This is an optimization exercise on Yosys and OpenROAD, whose aim is small area, a short achievable clock period and few clock cycles per item, not a production implementation. RTL that was checked went through simulation tests only; none was proved equivalent to the original. Power figures rest on the tool's default switching activity, not on a simulated workload.

==> inputs of build 89 <==
==> flow/design.v <==
module fxc_conv (
    input  wire        clk,
    input  wire        rst,         
    input  wire        in_valid,
    output wire        in_ready,
    input  wire [31:0] in_cmd,
    input  wire [63:0] in_opnd,
    output reg         out_valid,
    output reg  [63:0] out_data,
    output reg  [1:0]  out_cause,   
    output reg  [2:0]  out_rd
);
    assign in_ready = 1'b1;
    integer i, k;
    wire [3:0] op  = in_cmd[31:28];
    wire [1:0] ws  = in_cmd[7:6];
    wire [5:0] n   = in_cmd[5:0];
    wire op_ok   = !op[3] && (op[2:0] != 3'd0);
    wire is_conv = (op[2:1] == 2'b11);
    wire row_ok  = op_ok && (in_cmd[27:14] == 14'd0) &&
                   (is_conv || (in_cmd[13:11] == 3'd0));
    wire fmt_ok  = ws[1] ? (ws[0] || !n[5]) : (!n[5] && !n[4] && (ws[0] || !n[3]));
    wire [1:0] cause = !row_ok ? 2'd1 : (!fmt_ok ? 2'd2 : 2'd0);
    wire [1:0] asel = (op == 4'd6) ? 2'd2 : ws;
    reg [63:0] u_in;
    always @(*) begin
        case (asel)
            2'd0:    u_in = {in_opnd[7:0],  56'd0};
            2'd1:    u_in = {in_opnd[15:0], 48'd0};
            2'd2:    u_in = {in_opnd[31:0], 32'd0};
            default: u_in = in_opnd;
        endcase
    end
    reg        v0;
    reg [63:0] u0;
    reg [2:0]  op0;
    reg [1:0]  ws0;
    reg [5:0]  n0;
    reg [2:0]  rd0;
    reg [1:0]  c0;
    always @(posedge clk) begin
        if (rst) v0 <= 1'b0;
        else     v0 <= in_valid;
        u0  <= u_in;
        op0 <= op[2:0];
        ws0 <= ws;
        n0  <= n;
        rd0 <= (cause == 2'd0) ? in_cmd[10:8] : 3'd0;
        c0  <= cause;
    end
    wire ok0      = (c0 == 2'd0);
    wire is_scale = ok0 && (op0 == 3'd1);
    wire is_fmax  = ok0 && (op0 == 3'd2);
    wire is_fmin  = ok0 && (op0 == 3'd3);
    wire is_lmax  = ok0 && (op0 == 3'd4);
    wire is_lmin  = ok0 && (op0 == 3'd5);
    wire is_tofix = ok0 && (op0 == 3'd6);
    wire is_toflt = ok0 && (op0 == 3'd7);
    reg [5:0] wm1, w64;
    always @(*) begin
        case (ws0)
            2'd0:    begin wm1 = 6'd7;  w64 = 6'd56; end
            2'd1:    begin wm1 = 6'd15; w64 = 6'd48; end
            2'd2:    begin wm1 = 6'd31; w64 = 6'd32; end
            default: begin wm1 = 6'd63; w64 = 6'd0;  end
        endcase
    end
    wire [7:0] kexp   = {2'b00, wm1 - n0} + 8'd127;
    wire [7:0] kexpm1 = {2'b00, wm1 - n0} + 8'd126;
    wire        us = u0[63];
    wire [63:0] tl = {u0[62:0] ^ {63{us}}, 1'b1};
    wire [31:0] z1;  wire [31:0] c1_;
    wire [15:0] z2;  wire [31:0] c2_;
    wire [7:0]  z3;  wire [23:0] c3_;
    wire [3:0]  z4;  wire [15:0] c4_;
    wire [1:0]  z5;  wire [9:0]  c5_;
    genvar gi;
    generate
        for (gi = 0; gi < 32; gi = gi + 1) begin : lz1
            assign z1[gi]  = !(tl[2*gi+1] | tl[2*gi]);
            assign c1_[gi] = !tl[2*gi+1];
        end
        for (gi = 0; gi < 16; gi = gi + 1) begin : lz2
            assign z2[gi] = z1[2*gi+1] & z1[2*gi];
            assign c2_[2*gi+1:2*gi] = z1[2*gi+1] ? {1'b1, c1_[2*gi]} : {1'b0, c1_[2*gi+1]};
        end
        for (gi = 0; gi < 8; gi = gi + 1) begin : lz3
            assign z3[gi] = z2[2*gi+1] & z2[2*gi];
            assign c3_[3*gi+2:3*gi] = z2[2*gi+1] ? {1'b1, c2_[4*gi+1:4*gi]} : {1'b0, c2_[4*gi+3:4*gi+2]};
        end
        for (gi = 0; gi < 4; gi = gi + 1) begin : lz4
            assign z4[gi] = z3[2*gi+1] & z3[2*gi];
            assign c4_[4*gi+3:4*gi] = z3[2*gi+1] ? {1'b1, c3_[6*gi+2:6*gi]} : {1'b0, c3_[6*gi+5:6*gi+3]};
        end
        for (gi = 0; gi < 2; gi = gi + 1) begin : lz5
            assign z5[gi] = z4[2*gi+1] & z4[2*gi];
            assign c5_[5*gi+4:5*gi] = z4[2*gi+1] ? {1'b1, c4_[8*gi+3:8*gi]} : {1'b0, c4_[8*gi+7:8*gi+4]};
        end
    endgenerate
    wire [5:0] lzc   = z5[1] ? {1'b1, c5_[4:0]} : {1'b0, c5_[9:5]};
    wire       tzero = (u0[62:0] == {63{us}});
    reg [63:0] x_flt;
    always @(*) begin
        x_flt[63] = 1'b0;
        for (i = 0; i < 63; i = i + 1)
            x_flt[i] = u0[62 - i];
    end
    wire        f_s = u0[63];
    wire [7:0]  f_e = u0[62:55];
    wire [22:0] f_m = u0[54:32];
    wire        f_nan = (f_e == 8'hFF) && (f_m != 23'd0);
    wire        f_sat = (f_e >= kexp);              
    wire        f_neg = f_s && !f_nan;              
    wire [8:0]  f_q   = {1'b0, f_e} + {3'b000, n0};
    wire        f_big = (f_q <= 9'd126);            
    wire [5:0]  f_r   = 6'd62 - f_q[5:0];           
    reg [63:0] x1;
    reg [5:0]  a1;
    always @(*) begin
        x1 = 64'd0;
        if (is_toflt) x1 = x_flt;
        if (is_tofix) x1 = {~f_s, f_m ^ {23{f_s}}, {40{f_s}}};
        if (is_scale || is_fmin) x1 = {1'b1, 63'd0};
        if (is_fmax)  x1 = {1'b0, {63{1'b1}}};
        if (is_lmax)  x1 = {64{1'b1}};
        a1 = 6'd0;
        if (is_toflt) a1 = lzc;
        if (is_tofix) a1 = f_r;
        if (is_fmax || is_fmin) a1 = w64;
        if (is_scale) a1 = ~n0;
    end
    reg        v1;
    reg [63:0] x1_q;
    reg [5:0]  a1_q;
    reg        fill1, sgn1, flt1, zr1, neg1, lim1, limlo1, kill1;
    reg [1:0]  ws1;
    reg [7:0]  ke1;
    reg [2:0]  rd1;
    reg [1:0]  c1;
    always @(posedge clk) begin
        if (rst) v1 <= 1'b0;
        else     v1 <= v0;
        x1_q  <= x1;
        a1_q  <= a1;
        fill1 <= (is_tofix && f_s) || is_fmin || is_lmax;
        sgn1  <= is_toflt ? us : is_lmin;
        flt1  <= is_toflt || is_lmax || is_lmin;
        zr1   <= is_toflt && tzero && !us;
        neg1  <= is_tofix && f_s && !f_sat && !f_big;
        lim1  <= is_tofix && f_sat;
        limlo1 <= f_neg;
        kill1 <= is_tofix && f_big;
        ws1   <= ws0;
        ke1   <= kexpm1;
        rd1   <= rd0;
        c1    <= c0;
    end
    wire [127:0] sh_in  = {{64{fill1}}, x1_q};
    wire [127:0] sh_out = sh_in >> a1_q;
    reg [63:0] fix_max;
    always @(*) begin
        case (ws1)
            2'd0:    fix_max = 64'h0000_0000_0000_007F;
            2'd1:    fix_max = 64'h0000_0000_0000_7FFF;
            2'd2:    fix_max = 64'h0000_0000_7FFF_FFFF;
            default: fix_max = 64'h7FFF_FFFF_FFFF_FFFF;
        endcase
    end
    wire [63:0] r2_in = lim1 ? (limlo1 ? ~fix_max : fix_max) : (kill1 ? 64'd0 : sh_out[63:0]);
    wire [7:0]   e2     = zr1 ? 8'd0 : (ke1 - {2'b00, a1_q});
    reg        v2;
    reg [63:0] r2;
    reg [7:0]  e2_q;
    reg        sgn2, flt2, neg2;
    reg [2:0]  rd2;
    reg [1:0]  c2;
    always @(posedge clk) begin
        if (rst) v2 <= 1'b0;
        else     v2 <= v1;
        r2   <= r2_in;
        e2_q <= e2;
        sgn2 <= sgn1;
        flt2 <= flt1;
        neg2 <= neg1;
        rd2  <= rd1;
        c2   <= c1;
    end
    reg [22:0] mant;
    always @(*) begin
        for (i = 0; i < 23; i = i + 1)
            mant[i] = r2[23 - i] ^ sgn2;        
    end
    wire g   = r2[24] ^ sgn2;                   
    wire l   = r2[23] ^ sgn2;                   
    wire st  = |r2[63:25];                      
    wire inc = sgn2 ? (g || (!st && l)) : (g && (st || l));
    reg [31:0] mpa [0:5];
    always @(*) begin
        mpa[0] = {9'd0, mant};
        for (k = 0; k < 5; k = k + 1)
            for (i = 0; i < 32; i = i + 1)
                mpa[k+1][i] = ((i >> k) & 1) ? (mpa[k][i] & mpa[k][((i >> k) << k) - 1]) : mpa[k][i];
    end
    wire [22:0] mant_p1 = mant ^ {mpa[5][21:0], 1'b1};
    wire [22:0] frac = inc ? mant_p1 : mant;
    wire        ovf  = (&mant) && inc;
    wire [7:0]  fexp = ovf ? (e2_q + 8'd1) : e2_q;
    reg [63:0] rpa [0:6];
    always @(*) begin
        rpa[0] = r2;
        for (k = 0; k < 6; k = k + 1)
            for (i = 0; i < 64; i = i + 1)
                rpa[k+1][i] = ((i >> k) & 1) ? (rpa[k][i] & rpa[k][((i >> k) << k) - 1]) : rpa[k][i];
    end
    wire [63:0] fix_res = r2 ^ ({rpa[6][62:0], 1'b1} & {64{neg2}});
    always @(posedge clk) begin
        if (rst) out_valid <= 1'b0;
        else     out_valid <= v2;
        out_data  <= flt2 ? {32'd0, sgn2, fexp, frac} : fix_res;
        out_cause <= c2;
        out_rd    <= rd2;
    end
endmodule
==> flow/flow/run.sh <==
#!/bin/bash
# The standard layout (standard.sh) with: timing repair aimed below the
# clock period; resizing free of footprint matching; small port buffers
# (repair sizes up the ones on critical paths); ABC's buffers removed before
# placement (repair_design buffers again where needed); CTS without dummy
# loads. Each tool's output stays in orfs/logs; make's output in flow_make.log.
set -euo pipefail
bash standard.sh SETUP_SLACK_MARGIN=8.6 MATCH_CELL_FOOTPRINT=0 REMOVE_ABC_BUFFERS=1 \
  "BUFFER_PORTS_ARGS=-buffer_cell sky130_fd_sc_hd__buf_1" \
  "CTS_ARGS=-sink_clustering_enable -repair_clock_nets -dont_use_dummy_load -buf_list sky130_fd_sc_hd__clkbuf_8" \
  finish > flow_make.log 2>&1
==> flow/standard.sh <==
#!/bin/bash
# synth_recipe.tcl (not shown) runs the flow's synth.tcl, then flattens the netlist and writes it again
# the make line also repeats each setting of config.mk as NAME=value (left out here)
make -C /OpenROAD-flow-scripts/flow DESIGN_CONFIG=/design/flow/config.mk WORK_HOME=/design/flow/orfs CLKGATE_MAP_FILE= SYNTH_SCRIPT=/design/flow/synth_recipe.tcl "${@:-finish}"
==> flow/config.mk <==
export PLATFORM = sky130hd
export DESIGN_NAME = fxc_conv
export DESIGN_NICKNAME = fxc_conv
export VERILOG_FILES = /design/flow/design.v
export SDC_FILE = /design/flow/constraint.sdc
export NUM_CORES = 4
export LEC_CHECK = 0
export ABC_AREA = 1
export CAP_MARGIN = 20
export CORE_MARGIN = 2
export CORE_UTILIZATION = 45
export SLEW_MARGIN = 20
==> flow/constraint.sdc <==
create_clock -name core_clock -period 12.0 [get_ports {clk}]
set_input_delay 2.4000 -clock core_clock [delete_from_list [all_inputs] [get_ports {clk}]]
set_output_delay 2.4000 -clock core_clock [all_outputs]
set_load 0.01 [all_outputs]
==> inputs of build 20, as changes to build 89 <==
--- a/flow/design.v
+++ b/flow/design.v
@@ -12,5 +12,5 @@
 );
     assign in_ready = 1'b1;
-    integer i, k;
+    integer i;
     wire [3:0] op  = in_cmd[31:28];
     wire [1:0] ws  = in_cmd[7:6];
@@ -69,35 +69,12 @@
     wire [7:0] kexpm1 = {2'b00, wm1 - n0} + 8'd126;
     wire        us = u0[63];
-    wire [63:0] tl = {u0[62:0] ^ {63{us}}, 1'b1};
-    wire [31:0] z1;  wire [31:0] c1_;
-    wire [15:0] z2;  wire [31:0] c2_;
-    wire [7:0]  z3;  wire [23:0] c3_;
-    wire [3:0]  z4;  wire [15:0] c4_;
-    wire [1:0]  z5;  wire [9:0]  c5_;
-    genvar gi;
-    generate
-        for (gi = 0; gi < 32; gi = gi + 1) begin : lz1
-            assign z1[gi]  = !(tl[2*gi+1] | tl[2*gi]);
-            assign c1_[gi] = !tl[2*gi+1];
-        end
-        for (gi = 0; gi < 16; gi = gi + 1) begin : lz2
-            assign z2[gi] = z1[2*gi+1] & z1[2*gi];
-            assign c2_[2*gi+1:2*gi] = z1[2*gi+1] ? {1'b1, c1_[2*gi]} : {1'b0, c1_[2*gi+1]};
-        end
-        for (gi = 0; gi < 8; gi = gi + 1) begin : lz3
-            assign z3[gi] = z2[2*gi+1] & z2[2*gi];
-            assign c3_[3*gi+2:3*gi] = z2[2*gi+1] ? {1'b1, c2_[4*gi+1:4*gi]} : {1'b0, c2_[4*gi+3:4*gi+2]};
-        end
-        for (gi = 0; gi < 4; gi = gi + 1) begin : lz4
-            assign z4[gi] = z3[2*gi+1] & z3[2*gi];
-            assign c4_[4*gi+3:4*gi] = z3[2*gi+1] ? {1'b1, c3_[6*gi+2:6*gi]} : {1'b0, c3_[6*gi+5:6*gi+3]};
-        end
-        for (gi = 0; gi < 2; gi = gi + 1) begin : lz5
-            assign z5[gi] = z4[2*gi+1] & z4[2*gi];
-            assign c5_[5*gi+4:5*gi] = z4[2*gi+1] ? {1'b1, c4_[8*gi+3:8*gi]} : {1'b0, c4_[8*gi+7:8*gi+4]};
-        end
-    endgenerate
-    wire [5:0] lzc   = z5[1] ? {1'b1, c5_[4:0]} : {1'b0, c5_[9:5]};
-    wire       tzero = (u0[62:0] == {63{us}});
+    wire [62:0] t  = u0[62:0] ^ {63{us}};
+    reg  [5:0]  lzc;
+    always @(*) begin
+        lzc = 6'd63;
+        for (i = 0; i < 63; i = i + 1)
+            if (t[i]) lzc = 6'd62 - i[5:0];
+    end
+    wire tzero = (t == 63'd0);
     reg [63:0] x_flt;
     always @(*) begin
@@ -195,23 +172,19 @@
     wire st  = |r2[63:25];                      
     wire inc = sgn2 ? (g || (!st && l)) : (g && (st || l));
-    reg [31:0] mpa [0:5];
+    reg [22:0] mant_p1;
     always @(*) begin
-        mpa[0] = {9'd0, mant};
-        for (k = 0; k < 5; k = k + 1)
-            for (i = 0; i < 32; i = i + 1)
-                mpa[k+1][i] = ((i >> k) & 1) ? (mpa[k][i] & mpa[k][((i >> k) << k) - 1]) : mpa[k][i];
+        mant_p1[0] = !mant[0];
+        for (i = 1; i < 23; i = i + 1)
+            mant_p1[i] = mant[i] ^ (&(mant | ~((23'd1 << i) - 23'd1)));
     end
-    wire [22:0] mant_p1 = mant ^ {mpa[5][21:0], 1'b1};
     wire [22:0] frac = inc ? mant_p1 : mant;
     wire        ovf  = (&mant) && inc;
     wire [7:0]  fexp = ovf ? (e2_q + 8'd1) : e2_q;
-    reg [63:0] rpa [0:6];
+    reg [63:0] fix_res;
     always @(*) begin
-        rpa[0] = r2;
-        for (k = 0; k < 6; k = k + 1)
-            for (i = 0; i < 64; i = i + 1)
-                rpa[k+1][i] = ((i >> k) & 1) ? (rpa[k][i] & rpa[k][((i >> k) << k) - 1]) : rpa[k][i];
+        fix_res[0] = r2[0] ^ neg2;
+        for (i = 1; i < 64; i = i + 1)
+            fix_res[i] = r2[i] ^ (neg2 && (&(r2 | ~((64'd1 << i) - 64'd1))));
     end
-    wire [63:0] fix_res = r2 ^ ({rpa[6][62:0], 1'b1} & {64{neg2}});
     always @(posedge clk) begin
         if (rst) out_valid <= 1'b0;
==> flow/flow/run.sh (replaced) <==
#!/bin/bash
# The standard layout (standard.sh) with: timing repair aimed below the
# clock period; resizing free of footprint matching; small port buffers
# (repair sizes up the ones on critical paths); ABC's buffers removed before
# placement (repair_design buffers again where needed); CTS without dummy
# loads, clkbuf_16 at the root and branch points and clkbuf_8 at the leaves,
# each leaf driving up to 16 registers.
# Each tool's output stays in orfs/logs; make's own output in flow_make.log.
set -euo pipefail
bash standard.sh SETUP_SLACK_MARGIN=8.6 MATCH_CELL_FOOTPRINT=0 REMOVE_ABC_BUFFERS=1 \
  "BUFFER_PORTS_ARGS=-buffer_cell sky130_fd_sc_hd__buf_1" \
  "CTS_ARGS=-sink_clustering_enable -sink_clustering_size 16 -sink_clustering_max_diameter 80 -repair_clock_nets -dont_use_dummy_load -root_buf sky130_fd_sc_hd__clkbuf_16 -tree_buf sky130_fd_sc_hd__clkbuf_16 -buf_list sky130_fd_sc_hd__clkbuf_8" \
  finish > flow_make.log 2>&1
--- a/flow/config.mk
+++ b/flow/config.mk
@@ -6,7 +6,6 @@
 export NUM_CORES = 4
 export LEC_CHECK = 0
-export ABC_AREA = 1
 export CAP_MARGIN = 20
 export CORE_MARGIN = 2
-export CORE_UTILIZATION = 45
+export CORE_UTILIZATION = 55
 export SLEW_MARGIN = 20
==> results.txt <==
metric	build 89	build 20
Die outline width	214 um	190 um
Non-clk invs	260	41
Logic power comb	0.235 mW	0.218 mW
Worst Hold End	rd1[0]	out_cause[1]
Average vias per placed instance	5.44	6.18
Most instantiated library cell after synthesis	nand2_1	dfxtp_1
Weighted congestion at the end of routability-driven global placement	0.932	1.02
Status	timing/DRC/antenna clean	timing/DRC/antenna clean
Total power	2.19 mW	1.94 mW
Clock tree cell share of total cell area	3.51%	1.88%
Number of instances in the placed design	3683	2704
Sequential share of power	52.9%	60.7%
Worst path max stage delay	0.32 ns	0.34 ns
Testbench counts of build 20, summed over its fixed seeds: cycles 24,024, items 24,000.
Only the layout flow was run in build 89; the RTL was not checked for function there.

## afterwards: timing with drivers on the ports
How much do the figures lean on ideal ports? The routed layouts below were timed once more, with nothing changed but the port constraints. Step 1 sets driving cells, clkbuf_16 on the clock port and buf_2 on the other inputs (assumed; they add their load-dependent delay and slew). Step 2 moves the port delays by t, midway between the first and last clock arrival at a register: inputs arrive t later, outputs are due t later. That takes back most of the time a late clock gives input paths. Slacks: no drivers / after step 1 / after step 2; pairs: no drivers / after step 1.
run	t, ns	slack for setup (ns)	cell pins on the clock port's net
build 89	0.665	8.537 / 8.483 / 8.037	1
build 20	0.564	8.625 / 8.570 / 8.187	1
After both steps setup and hold are still met in every run listed. For build 89, which loses most, drivers alone change the setup slack by -0.054 ns; drivers and shift together by -0.500 ns.
